Source: an optimization exercise on an open RTL-to-GDS flow (aim: small area, a short achievable clock period and few clock cycles). Production flows keep margins and buffers that such runs may drop.
Function was checked by simulation only, so behaviour that the tests miss may differ from the original.
Power figures rest on the tool's default switching activity, not on a simulated workload.

## design/flow/flow/run.sh

```bash
#!/bin/bash
set -euo pipefail
export BUFFER_PORTS_ARGS="-buffer_cell sky130_fd_sc_hd__buf_2"
export SETUP_SLACK_MARGIN=5.5
bash standard.sh > standard_flow.log 2>&1
```

## design/flow/standard.sh

```bash
#!/bin/bash
# synth_recipe.tcl (not shown) runs the flow's synth.tcl, then flattens the netlist and writes it again
# the make line also repeats each setting of config.mk as NAME=value (left out here)
make -C /OpenROAD-flow-scripts/flow DESIGN_CONFIG=/design/flow/config.mk WORK_HOME=/design/flow/orfs CLKGATE_MAP_FILE= SYNTH_SCRIPT=/design/flow/synth_recipe.tcl "${@:-finish}"
```

## design/flow/config.mk

```make
export PLATFORM = sky130hd
export DESIGN_NAME = manchester_decoder
export DESIGN_NICKNAME = manchester_decoder
export VERILOG_FILES = /design/flow/design.v
export SDC_FILE = /design/flow/constraint.sdc
export NUM_CORES = 4
export LEC_CHECK = 0
export ABC_CLOCK_PERIOD_IN_PS = 4500
export CAP_MARGIN = 20
export CORE_MARGIN = 2
export CORE_UTILIZATION = 60
export CTS_BUF_LIST = sky130_fd_sc_hd__clkbuf_8
export CTS_CLUSTER_DIAMETER = 75
export CTS_CLUSTER_SIZE = 12
export PLACE_DENSITY = 0.75
export SLEW_MARGIN = 20
```

## design/flow/constraint.sdc

```tcl
create_clock -name core_clock -period 10.0 [get_ports {clk}]
set_input_delay 2.0000 -clock core_clock [delete_from_list [all_inputs] [get_ports {clk}]]
set_output_delay 2.0000 -clock core_clock [all_outputs]
set_load 0.01 [all_outputs]
```

## design/flow/design.v

```verilog
module manchester_decoder #(
    parameter integer W           = 16,
    parameter integer NOISE_FLOOR = 64,
    parameter integer N_SAMPLES   = 260
) (
    input  wire          clk,
    input  wire          rst,
    input  wire          op_valid,
    output wire          op_ready,
    input  wire [W+3:0]  op_word,
    output reg           rsp_valid,
    output wire          rsp_ok,
    output wire [39:0]   rsp_data,
    output wire [1:0]    state,
    output wire          cap_en,
    output wire          trig_both,
    output wire          ctr_clear
);
    localparam [2:0] OP_START    = 3'd1;
    localparam [2:0] OP_EDGE     = 3'd2;
    localparam [2:0] OP_OVF      = 3'd3;
    localparam [2:0] OP_DECODE   = 3'd4;
    localparam [2:0] OP_GETSTATE = 3'd5;
    localparam [2:0] OP_GETFAC   = 3'd6;
    localparam [2:0] OP_GETUID   = 3'd7;
    localparam [1:0] S_INIT        = 2'd0;
    localparam [1:0] S_FIND_PERIOD = 2'd1;
    localparam [1:0] S_CAPTURE     = 2'd2;
    localparam [1:0] S_DONE        = 2'd3;
    localparam [2:0] RK_ZERO  = 3'd0;
    localparam [2:0] RK_STATE = 3'd1;
    localparam [2:0] RK_FAC   = 3'd2;
    localparam [2:0] RK_UID   = 3'd3;
    localparam [2:0] RK_DECOK = 3'd4;
    localparam [2:0] RK_FAIL  = 3'd6;    
    localparam [2:0] RK_NRDY  = 3'd7;    
    localparam [1:0] T_SEARCH = 2'd0;
    localparam [1:0] T_FRAME  = 2'd1;
    localparam [1:0] T_OFF    = 2'd2;
    localparam integer QN = 55;          
    localparam [3:0] R_0  = 4'b0001;     
    localparam [3:0] R_8  = 4'b0101;     
    localparam [3:0] R_10 = 4'b0111;     
    localparam [2:0] C_0  = 3'b001;      
    localparam [2:0] C_4  = 3'b111;      
    wire [2:0]   op       = op_word[W+3:W+1];
    wire         level    = op_word[W];
    wire [W-1:0] interval = op_word[W-1:0];
    reg  [1:0]    state_q;
    reg           cap_en_q;
    reg           trig_both_q;
    reg           ready_q;       
    reg           clr_en;        
    reg           bwait;         
    reg  [8:0]    cnt;           
    reg  [W-1:0]  min_interval;  
    reg  [15:0]   b3;            
    reg           b5h;           
    reg           last;          
    reg           p_en_m0, p_en_p1, p_en_even, p_hq, p_sh;
    reg           p_level, p_tro, p_tre;
    reg  [4:0]    p_s0;          
    reg  [QN-1:0] hq;            
    reg  [1:0]    alive;         
    reg           o_sel;         
    reg  [1:0]    tst  [0:3];    
    reg  [3:0]    trn  [0:3];    
    reg  [2:0]    tcl  [0:3];    
    reg  [3:0]    cacc [0:3];
    reg           wvalid;
    reg  [1:0]    widx;
    reg           pend;          
    reg  [1:0]    pend_u;
    reg  [39:0]   wdata;
    reg  [7:0]    facility;
    reg  [31:0]   uid;
    reg  [2:0]    rk;
    assign op_ready  = ready_q;
    assign state     = state_q;
    assign cap_en    = cap_en_q;
    assign trig_both = trig_both_q;
    wire accept   = op_valid && ready_q;
    assign ctr_clear = op_valid && clr_en && (op == OP_EDGE);
    wire r_dec = (rk == RK_DECOK);
    wire r_uid = r_dec || (rk == RK_UID);
    assign rsp_ok = !(rk[2] && rk[1]);
    assign rsp_data[39:32] = r_dec ? facility : 8'd0;
    assign rsp_data[31:8]  = r_uid ? uid[31:8] : 24'd0;
    assign rsp_data[7:2]   = r_uid ? uid[7:2] : (rk == RK_FAC) ? facility[7:2] : 6'd0;
    assign rsp_data[1:0]   = r_uid ? uid[1:0] : (rk == RK_FAC) ? facility[1:0] :
                             (rk == RK_STATE) ? state_q : (rk[2] && rk[1]) ? {1'b1, rk[0]} : 2'd0;
    wire lt_min   = (interval < min_interval);
    wire [16:0] xb = {b5h, min_interval};
    wire is_short = (interval >= {1'b0, b3[15:1]}) && ({interval, 1'b0} < xb);
    wire is_long  = (interval >= b3) && (b5h || lt_min);
    wire noise    = (interval < NOISE_FLOOR);
    wire edge_ok   = accept && (op == OP_EDGE) && cap_en_q && !noise;
    wire valid_cap = edge_ok && (state_q == S_CAPTURE) && (is_short || is_long);
    wire two       = !is_short;
    wire s0_odd    = cnt[0];
    wire second    = two && (cnt != 9'd387);
    wire odd_pres  = s0_odd || second;
    wire even_pres = !s0_odd || second;
    wire trans1    = level ^ last;
    wire [8:0] cnt_o = cnt | 9'd1;
    wire en_m0   = odd_pres && (cnt_o <= 9'd383);
    wire en_p1   = odd_pres && (cnt_o >= 9'd131) && (cnt_o <= 9'd385);
    wire en_even = even_pres && (cnt != 9'd128) && (cnt <= 9'd384);
    wire [1:0] alive_n;
    assign alive_n[0] = alive[0] && !(p_en_m0 && !p_tro);
    assign alive_n[1] = alive[1] && !(p_en_even && !p_tre);
    wire x4    = hq[0] ^ hq[1] ^ hq[2] ^ hq[3];
    wire rp_m0 = p_level ^ x4;
    wire rp_p1 = p_level ^ hq[4];
    wire rp_p0 = !(p_level ^ (p_sh ? hq[3] : hq[4]));
    wire rp_m1 = !(p_sh ? (p_level ^ x4) : (x4 ^ hq[4]));
    wire sw    = alive[0] && !alive_n[0] && alive_n[1];
    wire o_eff = o_sel || sw;
    reg [3:0] c_en, c_b, u_en, u_b, u_rp;
    integer u;
    always @* begin
        for (u = 0; u < 4; u = u + 1) begin
            if (u % 2 == 0) begin    
                c_en[u] = o_sel ? p_en_even : p_en_m0;
                u_en[u] = o_eff ? p_en_even : p_en_m0;
                c_b[u]  = p_level ^ (u / 2);
                u_b[u]  = p_level ^ (u / 2);
                u_rp[u] = (o_eff ? rp_m1 : rp_m0) ^ (u / 2);
            end else begin           
                c_en[u] = o_sel ? p_en_p1 : p_en_even;
                u_en[u] = o_eff ? p_en_p1 : p_en_even;
                c_b[u]  = (o_sel ? !p_tro : !p_tre) ^ (u / 2);
                u_b[u]  = (o_eff ? !p_tro : !p_tre) ^ (u / 2);
                u_rp[u] = (o_eff ? rp_p1 : rp_p0) ^ (u / 2);
            end
        end
    end
    wire [4:0] s0m1 = p_s0 - 5'd1;
    wire [4:0] s0m2 = p_s0 - 5'd2;
    wire [3:0] n_m = (p_s0 == 5'd0) ? 4'd0 : s0m1[4:1];
    wire [3:0] n_p = (p_s0 < 5'd2) ? 4'd0 : s0m2[4:1];
    reg  [1:0] pre_tst  [0:3];
    reg  [3:0] pre_trn  [0:3];
    reg  [2:0] pre_tcl  [0:3];
    reg  [3:0] pre_cacc [0:3];
    reg        pv;
    reg  [3:0] pn;
    always @* begin
        for (u = 0; u < 4; u = u + 1) begin
            pv = (u % 2 == 0) ? (p_level ^ (u / 2)) : (u / 2);
            pn = (u % 2 == 0) ? n_m : n_p;
            pre_tst[u]  = T_SEARCH;
            pre_trn[u]  = R_0;
            pre_tcl[u]  = C_0;
            pre_cacc[u] = 4'd0;
            if (pv) begin
                case (pn)
                4'd0:  pre_trn[u] = 4'b0001;
                4'd1:  pre_trn[u] = 4'b0010;
                4'd2:  pre_trn[u] = 4'b0100;
                4'd3:  pre_trn[u] = 4'b1001;
                4'd4:  pre_trn[u] = 4'b0011;
                4'd5:  pre_trn[u] = 4'b0110;
                4'd6:  pre_trn[u] = 4'b1101;
                4'd7:  pre_trn[u] = 4'b1010;
                4'd8:  pre_trn[u] = 4'b0101;
                4'd9:  begin pre_tst[u] = T_FRAME; end
                4'd10: begin pre_tst[u] = T_FRAME; pre_tcl[u] = 3'b010; pre_cacc[u] = 4'b0001; end
                4'd11: begin pre_tst[u] = T_FRAME; pre_tcl[u] = 3'b101; pre_cacc[u] = 4'b0011; end
                4'd12: begin pre_tst[u] = T_FRAME; pre_tcl[u] = 3'b011; pre_cacc[u] = 4'b0111; end
                4'd13: begin pre_tst[u] = T_FRAME; pre_tcl[u] = 3'b111; pre_cacc[u] = 4'b1111; end
                default: pre_tst[u] = T_OFF;
                endcase
            end
        end
    end
    reg [3:0] cand;
    always @* begin
        for (u = 0; u < 4; u = u + 1)
            cand[u] = c_en[u] && (tst[u] == T_FRAME) && (trn[u] == R_10) &&
                      (tcl[u] == C_4) && !c_b[u] && (cacc[u] == 4'd0) && alive_n[o_sel];
    end
    wire even_first = !p_sh && p_hq;      
    reg  [3:0] cap_set, pend_set, now_ok;
    always @* begin
        for (u = 0; u < 4; u = u + 1) begin
            now_ok[u]   = (u % 2 == 0) ? o_sel : (o_sel || even_first);
            cap_set[u]  = (cand[u] && now_ok[u]) || (pend && p_hq && (pend_u == u));
            pend_set[u] = (cand[u] && !now_ok[u]) || (pend && !p_hq && (pend_u == u));
        end
    end
    reg [1:0] t_new, p_new;
    always @* begin
        t_new = 2'd3;
        p_new = 2'd3;
        for (u = 3; u >= 0; u = u - 1) begin
            if (cap_set[u])  t_new = u;
            if (pend_set[u]) p_new = u;
        end
    end
    wire take = (|cap_set) && (!wvalid || (t_new < widx));
    wire n_inv = t_new[1];
    wire n_enc = t_new[0];
    wire pol   = n_inv ^ (o_sel && !n_enc);
    reg [39:0] ndata;
    integer r, c, d;
    always @* begin
        for (r = 0; r < 10; r = r + 1)
            for (c = 0; c < 4; c = c + 1) begin
                d = 54 - 5 * r - c;
                ndata[39 - 4 * r - c] = pol ^ (n_enc ? (hq[d-1] ^ hq[d]) : hq[d]);
            end
    end
    wire [8:0] cnt_p1 = cnt + 9'd1;
    wire [8:0] cnt_p2 = cnt + 9'd2;
    wire [W-1:0] min_next = lt_min ? interval : min_interval;
    wire end_fp = edge_ok && (state_q == S_FIND_PERIOD) && (cnt[6:0] == 7'd127);
    wire [18:0] m3 = {2'b00, min_interval, 1'b0} + {3'b000, min_interval};
    wire [18:0] m5 = {1'b0, min_interval, 2'b00} + {3'b000, min_interval} + 19'd4;
    wire dec_now = accept && (op == OP_DECODE) && (state_q == S_DONE);
    reg  [1:0] cs_tst;
    reg  [3:0] cs_trn;
    reg  [2:0] cs_tcl;
    reg  [3:0] cs_cacc;
    always @(posedge clk) begin
        for (u = 0; u < 4; u = u + 1) begin
            if (bwait) begin
                tst[u] <= T_SEARCH;
                trn[u] <= R_0;
            end else if (sw || u_en[u]) begin
                cs_tst  = sw ? pre_tst[u]  : tst[u];
                cs_trn  = sw ? pre_trn[u]  : trn[u];
                cs_tcl  = sw ? pre_tcl[u]  : tcl[u];
                cs_cacc = sw ? pre_cacc[u] : cacc[u];
                tst[u]  <= cs_tst;
                trn[u]  <= cs_trn;
                tcl[u]  <= cs_tcl;
                cacc[u] <= cs_cacc;
                if (u_en[u]) begin
                    case (cs_tst)
                    T_SEARCH: begin
                        if (!u_b[u]) begin
                            trn[u] <= R_0;
                        end else if (cs_trn == R_8) begin
                            tst[u]  <= T_FRAME;
                            trn[u]  <= R_0;
                            tcl[u]  <= C_0;
                            cacc[u] <= 4'd0;
                        end else begin
                            trn[u] <= {cs_trn[2:0], cs_trn[3] ^ cs_trn[2]};
                        end
                    end
                    T_FRAME: begin
                        if (cs_tcl != C_4) begin
                            cacc[u] <= {cs_cacc[2:0], cs_cacc[3] ^ u_b[u]};
                            tcl[u]  <= {cs_tcl[1:0], cs_tcl[2] ^ cs_tcl[1]};
                        end else if (cs_trn != R_10) begin
                            if (u_rp[u])
                                tst[u] <= T_OFF;
                            tcl[u]  <= C_0;
                            trn[u]  <= {cs_trn[2:0], cs_trn[3] ^ cs_trn[2]};
                        end else begin
                            tst[u] <= T_OFF;
                        end
                    end
                    default: ;
                    endcase
                end
            end
        end
        if (bwait)
            o_sel <= 1'b0;
        else if (sw)
            o_sel <= 1'b1;
        if (bwait) begin
            alive  <= 2'b11;
            wvalid <= 1'b0;
            pend   <= 1'b0;
        end else begin
            alive  <= alive_n;
            pend   <= |pend_set;
            pend_u <= p_new;
            if (take) begin
                wvalid <= 1'b1;
                widx   <= t_new;
                wdata  <= ndata;
            end
        end
        if (p_hq)
            hq <= {hq[QN-2:0], p_level};
        p_en_m0   <= valid_cap && en_m0;
        p_en_p1   <= valid_cap && en_p1;
        p_en_even <= valid_cap && en_even;
        p_hq      <= valid_cap && odd_pres;
        p_sh      <= s0_odd;
        p_level   <= level;
        p_tro     <= s0_odd && trans1;
        p_tre     <= !s0_odd && trans1;
        p_s0      <= (cnt[8:5] == 4'b0100) ? cnt[4:0] : 5'd31;
        if (valid_cap)
            last <= level;
        if (rst) begin
            state_q     <= S_INIT;
            cap_en_q    <= 1'b0;
            trig_both_q <= 1'b0;
            ready_q     <= 1'b1;
            clr_en      <= 1'b0;
            bwait       <= 1'b0;
            facility    <= 8'd0;
            uid         <= 32'd0;
            rsp_valid   <= 1'b0;
            p_en_m0     <= 1'b0;
            p_en_p1     <= 1'b0;
            p_en_even   <= 1'b0;
            p_hq        <= 1'b0;
        end else begin
            rsp_valid <= accept;
            bwait     <= 1'b0;
            ready_q   <= 1'b1;
            clr_en    <= cap_en_q;
            if (bwait) begin
                b3                 <= m3[17:2];
                {b5h, min_interval} <= m5[18:2];
                trig_both_q        <= 1'b1;
                state_q            <= S_CAPTURE;
                rsp_valid          <= 1'b1;
            end
            if (accept) begin
                rk <= RK_ZERO;
                case (op)
                OP_START: begin
                    state_q     <= S_INIT;
                    trig_both_q <= 1'b0;
                    cap_en_q    <= 1'b1;
                    clr_en      <= 1'b1;
                end
                OP_OVF: begin
                    if (cap_en_q)
                        state_q <= S_INIT;
                end
                OP_EDGE: begin
                    if (cap_en_q) begin
                        if (noise) begin
                            state_q <= S_INIT;
                        end else begin
                            case (state_q)
                            S_INIT: begin
                                cnt          <= 9'd0;
                                min_interval <= {W{1'b1}};
                                trig_both_q  <= 1'b0;
                                if (level)
                                    state_q <= S_FIND_PERIOD;
                            end
                            S_FIND_PERIOD: begin
                                min_interval <= min_next;
                                cnt          <= cnt_p1;
                                if (cnt[6:0] == 7'd127) begin
                                    rsp_valid <= 1'b0;
                                    bwait     <= 1'b1;
                                    ready_q   <= 1'b0;
                                    clr_en    <= 1'b0;
                                end
                            end
                            S_CAPTURE: begin
                                if (!is_short && !is_long) begin
                                    state_q <= S_INIT;
                                end else begin
                                    cnt <= two ? cnt_p2 : cnt_p1;
                                    if (cnt == 9'd387 || (two && cnt == 9'd386)) begin
                                        cap_en_q <= 1'b0;
                                        clr_en   <= 1'b0;
                                        state_q  <= S_DONE;
                                    end
                                end
                            end
                            default: ;
                            endcase
                        end
                    end
                end
                OP_DECODE: begin
                    if (state_q != S_DONE)
                        rk <= RK_NRDY;
                end
                OP_GETSTATE: rk <= RK_STATE;
                OP_GETFAC:   rk <= RK_FAC;
                OP_GETUID:   rk <= RK_UID;
                default: ;
                endcase
            end
            if (dec_now) begin
                if (wvalid && alive[o_sel]) begin
                    facility <= wdata[39:32];
                    uid      <= wdata[31:0];
                    rk       <= RK_DECOK;
                end else begin
                    rk <= RK_FAIL;
                end
            end
        end
    end
endmodule
```

==> flow_metrics.env <==
export IMPL_num_rows=61
export IMPL_setup_tns_ns=0
export IMPL_gp_congestion=0.926
export IMPL_synth_seq_area_share_pct=41.6
export IMPL_holdPathStages=2
export IMPL_ys_warn_count=9
export IMPL_setup_viol=0
export IMPL_clk_pin_slew_worst_paths_ns=0.08
export IMPL_cap_violations=0
export IMPL_h_tree_depth=1
export IMPL_synth_seq_cells=263
export IMPL_critPathCaptureType="output pin"
export IMPL_core_area_mm2=0.0277
export IMPL_synthAdderAreaFrac_pct=10.6
export IMPL_cts_buffers_inserted=26
export IMPL_wl_um=39900
export IMPL_start_util_pct=60.7
export IMPL_fin_crit_ns=4.80
export IMPL_yosysTopAreaCell="edfxtp_1"
export IMPL_drive_gt1_share_pct=8.47
export IMPL_hold_class="flip-flop to flip-flop"
export IMPL_synthSimpleGateAreaFrac_pct=18.0
export IMPL_rsz0062_at_grt="true"
export IMPL_dp_hpwl_um=28300
export IMPL_synth_edf_count=173
export IMPL_cts_sinks=263
export IMPL_fillers=2294
export IMPL_num_io_pins=71
export IMPL_min_period_over_period_pct=48.0
export IMPL_synth_top_family_by_area="compound AO/OA/AOI/OAI gates"
export IMPL_slew_limit_headroom_pct=30.5
export IMPL_synth_top_cell_area_share_pct=30.9
export IMPL_ys_types=88
export IMPL_wl_per_cell_um=17.8
export IMPL_leakagePower_uw=0.00698
export IMPL_worstHoldStart="uid[13]"
export IMPL_num_vias=13700
export IMPL_antenna_found_initial=2
export IMPL_grt_overflow=0
export IMPL_ys_top_cells_by_area="edfxtp_1, dfxtp_1, ha_1"
export IMPL_syn_num_nets=1960
export IMPL_cp_max_fo=4
export IMPL_viasPerCell=6.13
export IMPL_ff2ff_path_depth=12
export IMPL_worstPathArrival_ns=2.80
export IMPL_synth_flop_cell="edfxtp_1"
export IMPL_die_h_um=171
export IMPL_root_buffer="clkbuf_8"
export IMPL_cp_required_ns=8.00
export IMPL_power_density_mw_per_mm2=110
export IMPL_grt_pass1_wl_um=64700
export IMPL_synthXorXnorAreaFrac_pct=6.15
export IMPL_synth_cells=1796
export IMPL_insertion_delay_ns=0.58
export IMPL_grt_usage_pct=27.1
export IMPL_start_kind="input pin"
export IMPL_cts_hold_buf=0
export IMPL_muxShareOfSynthArea_pct=1.43
export IMPL_ys_async_sr_fraction_pct=0
export IMPL_worstSetupPathType="input pin to output pin"
export IMPL_drv_slew=0
export IMPL_reg2reg_to="tcl[2][1]"
export IMPL_synth_compound_area_share_pct=18.3
export IMPL_grt_pass1_vias=13100
export IMPL_outcome="timing/DRC/antenna clean"
export IMPL_holdPathEnd="uid[13]"
export IMPL_worst_pin_slew_ns=1.04
export IMPL_max_freq_mhz=208
export IMPL_r2r_slack_ns=5.85
export IMPL_rr_startpoint="p_s0[4]"
export IMPL_cts_tree="done"
export IMPL_hold_viol_final=0
export IMPL_netlist_area_mm2=0.0168
export IMPL_avgSynthCellArea_um2=9.36
export IMPL_drcViolationCount=0
export IMPL_numPortBuffers=70
export IMPL_final_util_pct=64.9
export IMPL_ir_drop_uv=128
export IMPL_drtIter0Drc=1307
export IMPL_postRouteAntennaNets=0
export IMPL_dieWidth_um=171
export IMPL_fin_skew_ns=0.0269
export IMPL_cts_buffer_depth=3
export IMPL_firstDrtPassIters=5
export IMPL_die_area_mm2=0.0294
export IMPL_fin_nets=1998
export IMPL_grt_max_degree=67
export IMPL_area_growth_pct=7.06
## cell usage in the layout, fill, tap and decap left out, types with 10 or more instances in the layout
cell type / instances
buf_2: 66
a22o_1: 16
dfxtp_1: 88
o22ai_1: 20
or3_1: 19
a21oi_1: 144
a31oi_1: 20
a21o_1: 18
edfxtp_1: 173
inv_1: 94
nand2b_1: 22
a41oi_1: 10
and3_1: 14
and2_1: 54
o21a_1: 14
nor2b_1: 24
xor2_1: 10
nand2_1: 238
buf_4: 19
o21ai_0: 76
a211oi_1: 16
mux2i_1: 15
a22oi_1: 15
o211ai_1: 12
nand3_1: 44
ha_1: 139
nand4_1: 14
nor3_1: 37
clkbuf_8: 28
xnor2_1: 108
nor2_1: 105
## power breakdown
part	switching, uW	leakage (uW)	internal [uW]
sequential	9.75	0.00219	1150
combinational	105	0.00450	77.3
clock	377	0.000303	261
total	492	0.00698	1490
## worst max-delay path, cell delays in order
cell and delay [ns]:
buf_8 0.10, nor3b_4 0.31, and3_4 0.28, buf_6 0.10
## timing repair
action	CTS	global route
endpoints found under the setup margin	32	47
setup buffers	1	3
resized for setup	13	5
pin swaps	2	0
## worst max-delay path by stage
stage | start | to | slack [ns] | cells past startpoint
floorplan | p_hq | wdata[0] | 5.55 | 7
global placement | op_word[14] | p_en_p1 | 5.08 | 9
detailed placement | op_word[14] | p_en_p1 | 5.02 | 9
CTS | op_word[19] | ctr_clear | 5.25 | 4
global route | op_word[19] | ctr_clear | 5.18 | 4
finish | op_word[19] | ctr_clear | 5.20 | 4
## cell usage after synthesis (all sizes together), types with 45 or more instances
library cell and number:
a21oi 145, inv 78, xnor2 108, edfxtp 173
o21ai 78, dfxtp 90, and2 55, clkbuf 51
nand3 45, nor2 106, nand2 238, ha 139
## sequential cells by signal, summed over array words and instances (netlist names), 2 cells and up
signal,count
min_interval,16
hq,55
widx,2
cacc,16
p_s0,5
tcl,12
wdata,40
state_q,2
facility,8
cnt,9
b3,16
rk,3
pend_u,2
alive,2
uid,32
tst,8
trn,16
## layer usage
layer,vias up,global-route usage [%],part of all wire (%)
li1,6640,-,-
met4,0,9.06,3.0
met1,6586,37.0,45
met3,87,3.41,5.5
met5,-,0,0
met2,382,44.7,46
## stage by stage
stage / power [uW] / hold slack (ns) / instance area (um2) / std cells / worst slack (ns)
6_report: 1980 / 0.449 / 18000 / 2234 / 5.20
5_1_grt: 2060 / 0.473 / 18000 / 2234 / 5.18
4_1_cts: 2000 / 0.451 / 17900 / 2229 / 5.25
3_5_place_dp: 1360 / 0.440 / 17400 / 2180 / 5.02
3_3_place_gp: 1360 / 0.430 / 17400 / 2180 / 5.08
2_1_floorplan: 1320 / 0.426 / 16800 / 1796 / 5.55
## layout make-up
| type | count | area, um2 | share of cell area, % |
|---|---|---|---|
| multi-input combinational | 1375 | 9230 | 51.3 |
| sequential | 263 | 7000 | 38.9 |
| timing repair buffer | 89 | 522 | 2.90 |
| tap | 378 | 473 | 2.63 |
| clock buffer | 28 | 385 | 2.14 |
| inverter | 79 | 297 | 1.65 |
| clock inverter | 20 | 83.8 | 0.466 |
| antenna | 2 | 5.00 | 0.0278 |
## cell families (layout without fill, tap and decap cells)
| logic type | Yosys count | after routing |
|---|---|---|
| AO/OA/AOI/OAI | 467 | 467 |
| XOR/XNOR | 118 | 118 |
| adder cells (fa/ha/maj) | 141 | 141 |
| buffers and inverters | 158 | 216 |
| flip-flops | 263 | 263 |
| multiplexers | 22 | 22 |
| other | 0 | 2 |
| AND/OR/NAND/NOR | 627 | 627 |
Testbench counts, summed over its fixed seeds: cycles 16,552.

[what the ideal ports hide]
No port has a modelled driver above. Below, the same layout with a new extraction and two added sets of constraints. Step 1 (the two cells are an assumption about what drives the block):
set clk [get_ports {clk}]
set_driving_cell -lib_cell sky130_fd_sc_hd__clkbuf_16 $clk
set_driving_cell -lib_cell sky130_fd_sc_hd__buf_2 [delete_from_list [all_inputs] $clk]
Step 2 times the ports against the registers' clock, not the clock port: input delays grow and output delays shrink by t, the midpoint of the rising clock arrivals with the driver on. a / b / c = ideal ports / drivers / drivers and shift; a / b = the first two.
t, ns: 0.619
slack for setup (ns): 5.202 / 5.161 / 5.161
worst setup path after step 2: input to output
worst slew at a driven data input, ns: 0.07
After both steps setup and hold are still met in this run. The setup slack of this run moves by -0.041 ns with the drivers and by -0.041 ns with both steps.
